Context: an optimization exercise on an open-source flow, tuned for small area, a short achievable clock period and few clock cycles. The choices shown serve that exercise and are no tape-out recipe.
RTL that was checked went through simulation tests only; none was proved equivalent to the original.
Power and IR drop assume default switching activity.

job 101:
// sctp_enc
module sctp_enc (
    input  wire        clk,
    input  wire        rst,
    input  wire        cmd_valid,
    output wire        cmd_ready,
    input  wire [3:0]  cmd_op,
    input  wire [63:0] cmd_arg,
    input  wire [3:0]  cmd_cnt,
    input  wire        cmd_last,
    output wire        out_valid,
    input  wire        out_ready,
    output wire [63:0] out_data,
    output wire [3:0]  out_cnt,
    output wire        out_last,
    output wire        out_fault
);
==> module sctp_enc, before the edit <==
module sctp_enc (
    input  wire        clk,
    input  wire        rst,
    input  wire        cmd_valid,
    output wire        cmd_ready,
    input  wire [3:0]  cmd_op,
    input  wire [63:0] cmd_arg,
    input  wire [3:0]  cmd_cnt,
    input  wire        cmd_last,
    output wire        out_valid,
    input  wire        out_ready,
    output wire [63:0] out_data,
    output wire [3:0]  out_cnt,
    output wire        out_last,
    output wire        out_fault
);
    reg [143:0] A;           
    reg [4:0]   k;           
    reg         last_pend;   
    reg         fault_pend;  
    reg         faulted;     
    reg         ev;          
    reg  [87:0] eS;          
    reg         e_leb;       
    reg  [3:0]  enb;         
    reg         elast;       
    reg         efault;      
    reg         ov;          
    reg         ol;          
    reg         rfree;       
    reg         rtake;       
    reg         rx;          
    reg  [2:0]  off;         
    assign out_valid = ov;
    assign out_last  = ol;
    assign out_cnt   = {!ol | k[3], k[2:0] & {3{ol}}};
    assign out_data  = A[63:0];
    assign out_fault = fault_pend;
    wire take = ov && out_ready;
    wire merge = ev && (rfree || (rtake && out_ready));
    assign cmd_ready = rx || (rtake && out_ready);
    wire accept = cmd_valid && cmd_ready;
    wire [3:0]  op = cmd_op;
    wire [63:0] a  = cmd_arg;
    wire big      = (a[63:4] != 60'd0) || (a[3:0] == 4'hF);    
    wire is_data  = (op == 4'd14);
    wire is_sleb  = (op == 4'd9);
    wire leb_op   = (op == 4'd8) || is_sleb || (op == 4'd13);
    wire is_fix   = !op[3] || (op[3:1] == 3'b101);
    wire bad_short = (op == 4'd12) && (a[7:4] != 4'd0);
    reg [8:0] cu, cs;
    integer m;
    always @(*) begin
        for (m = 0; m < 9; m = m + 1) begin
            cu[m] = |(a >> (7*m + 7));
            cs[m] = a[63] ? !(&(a >> (7*m + 6) | ~({64{1'b1}} >> (7*m + 6))))
                          : |(a >> (7*m + 6));
        end
    end
    wire [8:0] c = is_sleb ? cs : cu;
    reg [3:0] hi;
    always @(*) begin
        if (op == 4'd12 || (op == 4'd13 && !big)) hi = a[3:0];
        else if (op == 4'd13)                     hi = 4'hF;
        else                                      hi = 4'h0;
    end
    reg [87:0] S;
    integer i;
    always @(*) begin
        S[7:0] = is_data ? a[7:0] : {hi, op};
        for (i = 1; i < 9; i = i + 1) begin
            if (leb_op)                S[8*i +: 8] = {c[i-1], a[7*(i-1) +: 7]};
            else if (is_data && i < 8) S[8*i +: 8] = a[8*i +: 8];
            else                       S[8*i +: 8] = a[8*(i-1) +: 8];
        end
        S[79:72] = {c[8], a[62:56]};
        S[87:80] = {1'b0, {6{is_sleb & a[63]}}, a[63]};
    end
    wire leb = !faulted && ((op == 4'd8) || is_sleb || (op == 4'd13 && big));
    reg [3:0] nb;
    always @(*) begin
        if (faulted || bad_short)  nb = 4'd0;
        else if (is_data)          nb = cmd_cnt[3] ? 4'd8 : cmd_cnt;
        else if (is_fix) begin
            case ({op[3], op[2:0]})
                4'b0000, 4'b0001: nb = 4'd2;
                4'b0010, 4'b0011: nb = 4'd3;
                4'b0100, 4'b0101,
                4'b1010:          nb = 4'd5;
                default:          nb = 4'd9;
            endcase
        end else                   nb = 4'd1;
    end
    wire [8:0] ec = {eS[79], eS[71], eS[63], eS[55], eS[47], eS[39], eS[31], eS[23], eS[15]};
    wire [3:0] ecnt = {ec[7], ec[3] & !ec[7], (ec[1] & !ec[3]) | (ec[5] & !ec[7]),
                       (ec[0] & !ec[1]) | (ec[2] & !ec[3]) | (ec[4] & !ec[5]) | (ec[6] & !ec[7]) | ec[8]};
    wire [3:0] en = e_leb ? ecnt + 4'd2 : enb;
    wire [95:0]  sh1 = off[0] ? {eS, eS[7:0]}   : {eS[87:80], eS};
    wire [111:0] sh2 = off[1] ? {sh1, sh1[15:0]} : {sh1[95:80], sh1};
    wire [143:0] sh  = off[2] ? {sh2, sh2[31:0]} : {sh2[111:80], sh2};
    reg [4:0] nk;
    reg       nlp, nev;
    always @(*) begin
        nk  = k;
        nlp = last_pend;
        nev = cmd_ready ? cmd_valid : ev;
        if (merge) begin
            nk  = {2'b00, off} + {1'b0, en};
            nlp = elast;
        end else if (take) begin
            if (ol) begin
                nk  = 5'd0;
                nlp = 1'b0;
            end else begin
                nk  = k - 5'd8;
            end
        end
    end
    wire nle8 = !nk[4] && (!nk[3] || nk[2:0] == 3'd0);
    integer j;
    always @(posedge clk) begin
        for (j = 0; j < 18; j = j + 1) begin
            if (merge && j >= off)
                A[8*j +: 8] <= sh[8*j +: 8];
            else if (take && j < 10)
                A[8*j +: 8] <= A[8*j + 64 +: 8];
        end
        if (merge && elast)
            fault_pend <= efault;
        if (!ev || merge) begin
            eS     <= S;
            e_leb  <= leb;
            enb    <= nb;
            elast  <= cmd_last;
            efault <= faulted || bad_short;
        end
        if (rst) begin
            k         <= 5'd0;
            last_pend <= 1'b0;
            faulted   <= 1'b0;
            ev        <= 1'b0;
            ov        <= 1'b0;
            ol        <= 1'b0;
            rfree     <= 1'b1;
            rtake     <= 1'b0;
            rx        <= 1'b1;
            off       <= 3'd0;
        end else begin
            if (accept)
                faulted <= !cmd_last && (faulted || bad_short);
            ev        <= nev;
            k         <= nk;
            last_pend <= nlp;
            ov        <= nk[4] || nk[3] || nlp;
            ol        <= nlp && nle8;
            rfree     <= !nlp && !nk[4] && !nk[3];
            rtake     <= (!nlp && !nk[4] && nk[3]) || (nlp && nle8);
            rx        <= !nev || (!nlp && !nk[4] && !nk[3]);
            off       <= nlp ? 3'd0 : nk[2:0];
        end
    end
endmodule
export LEC_CHECK = 0
export CAP_MARGIN = 20
export CORE_MARGIN = 2
export CORE_UTILIZATION = 40
export SETUP_SLACK_MARGIN = 1.9
export SLEW_MARGIN = 20
create_clock -name core_clock -period 4.5 [get_ports {clk}]
standard.sh (not shown) runs the stock make flow with config.mk's settings and CLKGATE_MAP_FILE= SYNTH_SCRIPT=/design/flow/synth_recipe.tcl, a recipe that flattens the netlist after the stock synthesis.
==> flow/flow/run.sh <==
#!/bin/bash
# Standard ORFS flow, with the ports buffered by buf_1 cells and the clock
# tree built without dummy loads.
export BUFFER_PORTS_ARGS="-buffer_cell sky130_fd_sc_hd__buf_1"
export CTS_ARGS="-sink_clustering_enable -repair_clock_nets -dont_use_dummy_load -sink_clustering_size 28 -sink_clustering_max_diameter 70"
bash standard.sh > standard.log 2>&1
Testbench counts of job 101, summed over its fixed seeds: cycles 15,241.
diff inputs: job 101 => job 102
--- a/flow/design.v
+++ b/flow/design.v
@@ -18,28 +18,20 @@
     reg [4:0]   k;           
     reg         last_pend;   
     reg         fault_pend;  
     reg         faulted;     
-    reg         ev;          
-    reg  [87:0] eS;          
-    reg         e_leb;       
-    reg  [3:0]  enb;         
-    reg         elast;       
-    reg         efault;      
     reg         ov;          
     reg         ol;          
     reg         rfree;       
     reg         rtake;       
-    reg         rx;          
     reg  [2:0]  off;         
     assign out_valid = ov;
     assign out_last  = ol;
     assign out_cnt   = {!ol | k[3], k[2:0] & {3{ol}}};
     assign out_data  = A[63:0];
     assign out_fault = fault_pend;
     wire take = ov && out_ready;
-    wire merge = ev && (rfree || (rtake && out_ready));
-    assign cmd_ready = rx || (rtake && out_ready);
+    assign cmd_ready = rfree || (rtake && out_ready);
     wire accept = cmd_valid && cmd_ready;
     wire [3:0]  op = cmd_op;
     wire [63:0] a  = cmd_arg;
     wire big      = (a[63:4] != 60'd0) || (a[3:0] == 4'hF);    
@@ -90,24 +82,22 @@
                 default:          nb = 4'd9;
             endcase
         end else                   nb = 4'd1;
     end
-    wire [8:0] ec = {eS[79], eS[71], eS[63], eS[55], eS[47], eS[39], eS[31], eS[23], eS[15]};
-    wire [3:0] ecnt = {ec[7], ec[3] & !ec[7], (ec[1] & !ec[3]) | (ec[5] & !ec[7]),
-                       (ec[0] & !ec[1]) | (ec[2] & !ec[3]) | (ec[4] & !ec[5]) | (ec[6] & !ec[7]) | ec[8]};
-    wire [3:0] en = e_leb ? ecnt + 4'd2 : enb;
-    wire [95:0]  sh1 = off[0] ? {eS, eS[7:0]}   : {eS[87:80], eS};
+    wire [3:0] ccnt = {c[7], c[3] & !c[7], (c[1] & !c[3]) | (c[5] & !c[7]),
+                       (c[0] & !c[1]) | (c[2] & !c[3]) | (c[4] & !c[5]) | (c[6] & !c[7]) | c[8]};
+    wire [3:0] n = leb ? ccnt + 4'd2 : nb;
+    wire [95:0]  sh1 = off[0] ? {S, S[7:0]}   : {S[87:80], S};
     wire [111:0] sh2 = off[1] ? {sh1, sh1[15:0]} : {sh1[95:80], sh1};
     wire [143:0] sh  = off[2] ? {sh2, sh2[31:0]} : {sh2[111:80], sh2};
     reg [4:0] nk;
-    reg       nlp, nev;
+    reg       nlp;
     always @(*) begin
         nk  = k;
         nlp = last_pend;
-        nev = cmd_ready ? cmd_valid : ev;
-        if (merge) begin
-            nk  = {2'b00, off} + {1'b0, en};
-            nlp = elast;
+        if (accept) begin
+            nk  = {2'b00, off} + {1'b0, n};
+            nlp = cmd_last;
         end else if (take) begin
             if (ol) begin
                 nk  = 5'd0;
                 nlp = 1'b0;
@@ -119,44 +109,33 @@
     wire nle8 = !nk[4] && (!nk[3] || nk[2:0] == 3'd0);
     integer j;
     always @(posedge clk) begin
         for (j = 0; j < 18; j = j + 1) begin
-            if (merge && j >= off)
+            if (accept && j >= off)
                 A[8*j +: 8] <= sh[8*j +: 8];
             else if (take && j < 10)
                 A[8*j +: 8] <= A[8*j + 64 +: 8];
         end
-        if (merge && elast)
-            fault_pend <= efault;
-        if (!ev || merge) begin
-            eS     <= S;
-            e_leb  <= leb;
-            enb    <= nb;
-            elast  <= cmd_last;
-            efault <= faulted || bad_short;
-        end
+        if (accept && cmd_last)
+            fault_pend <= faulted || bad_short;
         if (rst) begin
             k         <= 5'd0;
             last_pend <= 1'b0;
             faulted   <= 1'b0;
-            ev        <= 1'b0;
             ov        <= 1'b0;
             ol        <= 1'b0;
             rfree     <= 1'b1;
             rtake     <= 1'b0;
-            rx        <= 1'b1;
             off       <= 3'd0;
         end else begin
             if (accept)
                 faulted <= !cmd_last && (faulted || bad_short);
-            ev        <= nev;
             k         <= nk;
             last_pend <= nlp;
             ov        <= nk[4] || nk[3] || nlp;
             ol        <= nlp && nle8;
             rfree     <= !nlp && !nk[4] && !nk[3];
             rtake     <= (!nlp && !nk[4] && nk[3]) || (nlp && nle8);
-            rx        <= !nev || (!nlp && !nk[4] && !nk[3]);
             off       <= nlp ? 3'd0 : nk[2:0];
         end
     end
 endmodule
[summary]
Taking job 102 over job 101, the internal power ratio works out to 0.804. Lower aggregate routed wire length goes to job 101 over job 102. Against job 101, job 102 comes in 1230 ps higher on minimum clock period after layout. Looking at non-clock buffer count across job 101 and job 102, the one that comes out higher is job 102. Job 101 → job 102: per-instance average area after synthesis moved down; amount of wire on met2 after detailed routing now sits higher.
Function not checked in job 102: the RTL went through the layout flow alone.

[static timing again, ports no longer ideal]
The flow's constraints put no driver on any port. The routed layouts listed below were extracted and timed again, unchanged, in two steps. Step 1: set_driving_cell puts a clkbuf_16 on clk and a buf_2 on each other input, an assumption about the parent block. Step 2 also shifts input and output timing later by t, the mid clock arrival at the registers, as if the neighbouring blocks saw the same clock. Three values: ideal ports, drivers, drivers and shift; two values: the first two.
run	shift t [ns]	setup slack, ns	slew at the worst register clock pin (ns)
job 101	0.547	2.003 / 2.003 / 1.556	0.11 / 0.11
job 102	0.472	0.772 / 0.782 / 0.310	0.07 / 0.07
After both steps setup and hold are still met in every run listed. The setup slack of job 102, which loses most, moves by +0.010 ns with the drivers and by -0.462 ns with both steps.
